This is an optimization exercise on Yosys and OpenROAD, whose aim is small area, not a production implementation.
In this exercise RTL edits were held to simulation tests only and were not proved equivalent to the original.

==> flow/design.v <==
module bdsp_analyser (
    input  wire        clk,
    input  wire        rst,
    input  wire        start,
    input  wire [11:0] blob_len,
    input  wire [7:0]  en0,
    input  wire [7:0]  en1,
    input  wire        in_valid,
    input  wire [7:0]  in_data,
    output wire        in_ready,
    output wire        done,
    output wire        malformed,
    output wire [7:0]  on0,
    output wire [7:0]  on1,
    output wire [7:0]  off0,
    output wire [7:0]  off1,
    output wire [7:0]  gs0,
    output wire [7:0]  xt0,
    output wire [7:0]  xt1,
    output wire [7:0]  ctgt_ae0,
    output wire [7:0]  ctgt_ae1,
    output wire [7:0]  ctgt_gen,
    output wire [7:0]  ctgt_base,
    output wire [3:0]  ncoef,
    output wire [1:0]  mode,
    output wire [1:0]  sinsel,
    output wire        genstop,
    output wire [1:0]  mdir,
    output wire [1:0]  bdir0,
    output wire [1:0]  bdir1,
    output wire        reg_valid,
    output wire [7:0]  reg_flags,
    output wire [55:0] reg_val,
    output wire [3:0]  int_app,
    output wire [15:0] int_addr,
    output wire [7:0]  int_nbytes
);
    localparam [2:0] S_IDLE = 3'b000, S_HDR = 3'b001, S_BODY = 3'b010,
                     S_DOK  = 3'b100, S_DMAL = 3'b101;
    localparam [1:0] K_SKIP = 2'd0, K_FW = 2'd1, K_COEF = 2'd2, K_REG = 2'd3;
    reg  [2:0]  st;
    reg  [11:0] rem;       
    reg  [11:0] crem;      
    reg  [6:0]  cnt;       
    reg  [1:0]  kind;
    reg  [3:0]  app;
    reg  [4:0]  sw;        
    reg  [3:0]  nhi;       
    reg  [13:0] q;         
    reg  [13:0] p;         
    reg  [14:0] seen;      
    reg  [14:0] ctgt;      
    reg  [3:0]  ncnt;
    reg         fb;        
    reg  [1:0]  sins;
    reg  [1:0]  md;        
    reg  [1:0]  bd0, bd1;
    reg         rv;
    reg  [7:0]  rf;
    reg  [55:0] rvl;
    reg  [15:0] iaddr;
    reg  [7:0]  inb;
    wire        idle     = (st == S_IDLE);
    wire        in_hdr   = (st == S_HDR);
    wire        in_body  = (st == S_BODY);
    wire        at_chunk = in_hdr && (cnt[2:0] == 3'd0);
    wire        rem_lt8  = (rem[11:3] == 9'd0);
    wire        take     = in_valid && in_ready;
    wire        ht       = in_hdr && take;
    wire        bt       = in_body && take;
    wire        z        = (in_data == 8'd0);
    wire        one      = (in_data == 8'd1);
    wire        dir_ok   = (in_data[7:2] == 6'd0) && !(in_data[1] && in_data[0]);
    wire [11:0] len      = {crem[11:8], in_data};
    wire [11:0] n        = {nhi, in_data};
    wire        fw_seen  = (md != 2'd3);
    wire        is_fw    = (kind == K_FW);
    wire        is_coef  = (kind == K_COEF);
    wire        is_greg  = (kind == K_REG) && (app == 4'd0);
    wire        h7       = ht && (cnt[2:0] == 3'd7);
    wire        c_fw     = bt && is_fw;
    wire        c_coef   = bt && is_coef;
    wire        c_int    = c_coef && (ncnt == 4'd0);
    wire        c8       = c_coef && (cnt == 7'd8);
    wire        c8_ne    = c8 && (n != 12'd0);
    wire        sin_hit  = (app == 4'd0) && (sw != 5'd0) && (n[11:2] >= {5'd0, sw});
    reg hmal;
    always @(*) begin
        case (cnt[2:0])
        3'd4, 3'd5: hmal = !z;
        3'd6:       hmal = (in_data[7:4] != 4'd0);
        3'd7: case (kind)
              K_FW:    hmal = fw_seen || (len < 12'd17);
              K_COEF:  hmal = seen[app] || (len < 12'd9);
              K_REG:   hmal = (len < 12'd8) || (app == 4'd0 && rv);
              default: hmal = 1'b0;
              endcase
        default:    hmal = 1'b0;
        endcase
    end
    reg bmal;
    always @(*) begin
        bmal = 1'b0;
        if (is_fw && cnt < 7'd17 && !dir_ok) bmal = 1'b1;
        if (is_coef) begin
            case (cnt)
            7'd0, 7'd1, 7'd5, 7'd6: bmal = !z;
            7'd7:    bmal = (in_data[7:4] != 4'd0);
            7'd8:    bmal = (in_data[1:0] != 2'd0) || (n >= crem);
            default: ;
            endcase
        end
    end
    assign in_ready  = in_body || (in_hdr && !(at_chunk && rem_lt8));
    assign done      = st[2];
    assign malformed = st[0];
    assign on0  = {p[0] & ~q[0], p[7:1] & ~q[7:1]};
    assign off0 = {p[0] &  q[0], p[7:1] &  q[7:1]};
    assign on1  = {2'b00, p[13:8] & ~q[13:8]};
    assign off1 = {2'b00, p[13:8] &  q[13:8]};
    assign genstop = rv & rf[7];
    assign gs0  = {genstop & q[0] & ~p[0], 7'd0};
    assign xt0       = {ctgt[0], ctgt[7:1]};
    assign xt1       = {2'b00, ctgt[13:8]};
    assign ctgt_gen  = {7'd0, ctgt[0]};
    assign ctgt_ae0  = {1'b0, ctgt[7:1]};
    assign ctgt_ae1  = {2'b00, ctgt[13:8]};
    assign ctgt_base = {7'd0, ctgt[14]};
    assign ncoef  = ncnt;
    assign mode   = (ncnt == 4'd0) ? 2'd0 : ((ncnt[3:1] != 3'd0) || fb) ? 2'd1 : 2'd2;
    assign sinsel = sins;
    assign mdir   = {md[1], md[0] & ~md[1]};
    assign bdir0  = bd0;
    assign bdir1  = bd1;
    assign reg_valid = rv;
    assign reg_flags = rf;
    assign reg_val   = rvl;
    assign int_app[0] = ctgt[1] | ctgt[3] | ctgt[5] | ctgt[7] | ctgt[9] | ctgt[11] | ctgt[13];
    assign int_app[1] = ctgt[2] | ctgt[3] | ctgt[6] | ctgt[7] | ctgt[10] | ctgt[11] | ctgt[14];
    assign int_app[2] = ctgt[4] | ctgt[5] | ctgt[6] | ctgt[7] | ctgt[12] | ctgt[13] | ctgt[14];
    assign int_app[3] = |ctgt[14:8];
    assign int_addr   = iaddr;
    assign int_nbytes = inb;
    always @(posedge clk) begin
        if (rst) begin
            st <= S_IDLE;
        end else begin
            case (st)
            S_IDLE:
                if (start) st <= S_HDR;
            S_HDR:
                if (at_chunk && rem_lt8)
                    st <= (rem[2:0] == 3'd0) ? S_DOK : S_DMAL;
                else if (ht) begin
                    if (hmal)
                        st <= S_DMAL;
                    else if (cnt[2:0] == 3'd7 && len != 12'd0)
                        st <= S_BODY;
                end
            S_BODY:
                if (rem == 12'd0)
                    st <= S_DMAL;
                else if (bt) begin
                    if (bmal)
                        st <= S_DMAL;
                    else if (crem == 12'd1)
                        st <= S_HDR;
                end
            default:
                st <= S_IDLE;
            endcase
        end
    end
    always @(posedge clk) begin
        if (idle && start) rem <= blob_len;
        else if (take)     rem <= rem - 12'd1;
    end
    always @(posedge clk) begin
        if (ht && cnt[2:0] == 3'd6) crem[11:8] <= in_data[3:0];
        if (h7)                     crem[7:0]  <= in_data;
        if (bt)                     crem       <= crem - 12'd1;
    end
    always @(posedge clk) begin
        if (idle)
            cnt <= 7'd0;
        else if (ht)
            cnt <= (cnt[2:0] == 3'd7) ? 7'd0 : cnt + 7'd1;
        else if (bt) begin
            if (crem == 12'd1)
                cnt <= 7'd0;
            else if (is_coef && cnt == 7'd8)
                cnt <= (c8_ne && sin_hit) ? {~sw, 2'b11} : 7'd127;
            else if (cnt != 7'd127)
                cnt <= cnt + 7'd1;
        end
    end
    always @(posedge clk) begin
        if (ht) begin
            case (cnt[2:0])
            3'd0: kind <= z ? K_FW : K_SKIP;
            3'd1: if (!z) kind <= K_SKIP;
            3'd2: if (kind != K_SKIP)
                      kind <= (in_data[7:2] == 6'd0) ? in_data[1:0] : K_SKIP;
            3'd3: begin
                app <= in_data[3:0];
                if (kind == K_FW) begin
                    if (!z) kind <= K_SKIP;
                end else if (in_data[7:4] != 4'd0 || in_data[3:0] == 4'd15) begin
                    kind <= K_SKIP;
                end
            end
            default: ;
            endcase
        end
    end
    wire [15:0] app_dec  = 16'd1 << app;
    wire [15:0] slot_dec = 16'd1 << cnt[3:0];
    wire        dir_hit  = c_fw && (cnt[6:4] == 3'd0) && (q[cnt[3:0]] ? z : one);
    always @(posedge clk) begin
        p    <= {14{!idle}} & (p    | ({14{dir_hit}} & slot_dec[13:0]));
        seen <= {15{!idle}} & (seen | ({15{h7 && kind == K_COEF}} & app_dec[14:0]));
        ctgt <= {15{!idle}} & (ctgt | ({15{c8_ne}} & app_dec[14:0]));
        rv   <= !idle & (rv | (h7 && kind == K_REG && app == 4'd0));
    end
    always @(posedge clk) begin
        if (idle && start) q <= {en1[5:0], en0[6:0], en0[7]};
    end
    always @(posedge clk) begin
        if (idle) begin
            md  <= 2'd3;
            bd0 <= 2'd2;
            bd1 <= 2'd2;
        end else if (c_fw) begin
            if (cnt == 7'd14) md  <= in_data[1:0];
            if (cnt == 7'd15) bd0 <= in_data[1:0];
            if (cnt == 7'd16) bd1 <= in_data[1:0];
        end
    end
    always @(posedge clk) begin
        if (c_coef && cnt == 7'd2) sw <= z ? 5'd1 : 5'd0;
        if (c_coef && cnt == 7'd3)
            sw <= (sw != 5'd0 && in_data[7:5] == 3'd0 && in_data[4:0] <= 5'd16) ?
                  5'd17 - in_data[4:0] : 5'd0;
        if (c_coef && cnt == 7'd7) nhi <= in_data[3:0];
        if (c_int && cnt[6:1] == 6'd1) iaddr <= {iaddr[7:0], in_data};
        if (c_int && cnt == 7'd8) inb <= in_data;
    end
    always @(posedge clk) begin
        if (c_int && cnt == 7'd4) fb <= !one;
        if (c_int && cnt == 7'd8 && n > 12'd160) fb <= 1'b1;
    end
    always @(posedge clk) begin
        if (idle)       ncnt <= 4'd0;
        else if (c8_ne) ncnt <= ncnt + 4'd1;
    end
    always @(posedge clk) begin
        if (idle)
            sins <= 2'd0;
        else if (c_coef && cnt == 7'd126)
            sins <= in_data[0] ? 2'd2 : 2'd1;
    end
    always @(posedge clk) begin
        if (bt && is_greg && cnt[6:3] == 4'd0) {rvl, rf} <= {in_data, rvl, rf[7:0]} >> 8;
    end
endmodule
==> flow/config.mk <==
export PLATFORM = sky130hd
export DESIGN_NAME = bdsp_analyser
export DESIGN_NICKNAME = bdsp_analyser
export VERILOG_FILES = /design/flow/design.v
export SDC_FILE = /design/flow/constraint.sdc
export NUM_CORES = 4
export LEC_CHECK = 0
export CAP_MARGIN = 20
export CORE_MARGIN = 2
export CORE_UTILIZATION = 50
export PLACE_DENSITY = 0.7
export SLEW_MARGIN = 20
==> flow/constraint.sdc <==
create_clock -name core_clock -period 6.0 [get_ports {clk}]
set_input_delay 1.2000 -clock core_clock [delete_from_list [all_inputs] [get_ports {clk}]]
set_output_delay 1.2000 -clock core_clock [all_outputs]
set_load 0.01 [all_outputs]
standard.sh (not shown) runs the stock make flow with config.mk's settings and CLKGATE_MAP_FILE= SYNTH_SCRIPT=/design/flow/synth_recipe.tcl, a recipe that flattens the netlist after the stock synthesis.
==> flow/flow/run.sh <==
#!/bin/bash
# The standard layout, with three changes:
# - synthesis maps the logic with an area-oriented ABC script (flow/abc_area.script)
#   in a copy of the ORFS scripts; everything else in synthesis is unchanged;
# - the smallest buffer on the ports, and no extra buffer where outputs repeat a net;
# - one tie cell for the constant outputs;
# - a clock tree of fewer, stronger sink buffers and no dummy loads.
# Each tool's full output stays in the ORFS logs under orfs/logs; make's own
# output goes to synth.log and standard.log.
set -euo pipefail
rm -rf scripts_area
cp -r "$FLOW_HOME/scripts" scripts_area
cp flow/abc_area.script scripts_area/abc_area.script
bash standard.sh SCRIPTS_DIR="$PWD/scripts_area" ABC_AREA=1 SYNTH_INSBUF=0 synth > synth.log 2>&1
bash standard.sh \
  SKIP_REPAIR_TIE_FANOUT=1 \
  BUFFER_PORTS_ARGS="-buffer_cell sky130_fd_sc_hd__buf_1" \
  CTS_ARGS="-sink_clustering_enable -repair_clock_nets -sink_clustering_size 14 -sink_clustering_max_diameter 60 -sink_clustering_buffer sky130_fd_sc_hd__clkbuf_8 -buf_list {sky130_fd_sc_hd__clkbuf_4 sky130_fd_sc_hd__clkbuf_8} -dont_use_dummy_load" \
  finish > standard.log 2>&1
==> flow/flow/abc_area.script <==
strash
&get -n
&fraig -x
&put
scorr
dc2
strash
&get -n
&synch2
&dch -f
&nf -R 1000
&put
Then changed:
==> flow/flow/run.sh (replaced) <==
#!/bin/bash
# The standard layout, with the smallest buffer on the ports and a clock
# tree with fewer, larger sink clusters. Each tool's full output stays in
# the ORFS logs under orfs/logs; make's own output goes to standard.log.
set -euo pipefail
bash standard.sh \
  BUFFER_PORTS_ARGS="-buffer_cell sky130_fd_sc_hd__buf_1" \
  CTS_ARGS="-sink_clustering_enable -repair_clock_nets -sink_clustering_size 20 -sink_clustering_max_diameter 100 -sink_clustering_buffer sky130_fd_sc_hd__clkbuf_8 -buf_list {sky130_fd_sc_hd__clkbuf_4 sky130_fd_sc_hd__clkbuf_8} -dont_use_dummy_load" \
  finish > standard.log 2>&1
removed: flow/flow/abc_area.script
After rerunning: The new run produced a clean layout; synthesized cell count is higher by 10%; flip-flop and latch count does not change; routed wire length rose by 2.5%; area after synthesis climbs by 8.5%.
Then changed:
==> flow/flow/run.sh (replaced) <==
#!/bin/bash
# The standard layout, with three changes:
# - synthesis maps the logic with an area-oriented ABC script (flow/abc_area.script)
#   in a copy of the ORFS scripts; everything else in synthesis is unchanged;
# - the smallest buffer on the ports and on outputs that repeat a net;
# - one tie cell for the constant outputs;
# - a clock tree of fewer, stronger sink buffers and no dummy loads.
# Each tool's full output stays in the ORFS logs under orfs/logs; make's own
# output goes to synth.log and standard.log.
set -euo pipefail
rm -rf scripts_area
cp -r "$FLOW_HOME/scripts" scripts_area
cp flow/abc_area.script scripts_area/abc_area.script
bash standard.sh SCRIPTS_DIR="$PWD/scripts_area" ABC_AREA=1 MIN_BUF_CELL_AND_PORTS="sky130_fd_sc_hd__buf_1 A X" synth > synth.log 2>&1
bash standard.sh \
  SKIP_REPAIR_TIE_FANOUT=1 \
  BUFFER_PORTS_ARGS="-buffer_cell sky130_fd_sc_hd__buf_1" \
  CTS_ARGS="-sink_clustering_enable -repair_clock_nets -sink_clustering_size 36 -sink_clustering_max_diameter 70 -sink_clustering_buffer sky130_fd_sc_hd__clkbuf_16 -buf_list {sky130_fd_sc_hd__clkbuf_8 sky130_fd_sc_hd__clkbuf_16} -dont_use_dummy_load" \
  finish > standard.log 2>&1
==> flow/flow/abc_area.script (new file) <==
strash
&get -n
&fraig -x
&put
scorr
dc2
strash
&get -n
&synch2
&dch -f
&nf -R 1000
&put
Worst setup slack gets worse by 110 ps.
Cell count shrinks by a few percent.
Fmax shrinks by a few percent.
Global-route usage grows by 0.65 points.
Die area shrinks by a few percent.
Wire length shrinks by a few percent.

## port drivers added, routing unchanged
No port has a modelled driver above. Below, the same layouts with a new extraction and two added sets of constraints.
Step 1, drivers: a clkbuf_16 drives clk and a buf_2 each remaining input, both assumed.
Step 2 adds t to the input delays and takes it off the output delays; t is the mean of the earliest and latest rising clock arrival at the registers after step 1. Input paths then give back, and output paths get back, about the clock's delay inside the block.
Three values: no drivers, after step 1, after step 2; two values: the first two.
| run | t, ns | setup WS [ns] | worst register clock-pin slew, ns |
|---|---|---|---|
| the first run | 0.525 | 1.926 / 1.915 / 1.730 | 0.09 / 0.09 |
| the second run | 0.532 | 2.016 / 1.976 / 1.975 | 0.12 / 0.12 |
| the third run | 0.510 | 1.908 / 1.908 / 1.572 | 0.11 / 0.11 |
After both steps setup and hold are still met in every run listed. The setup slack of the third run, which loses most, moves by 0.000 ns with the drivers and by -0.336 ns with both steps.
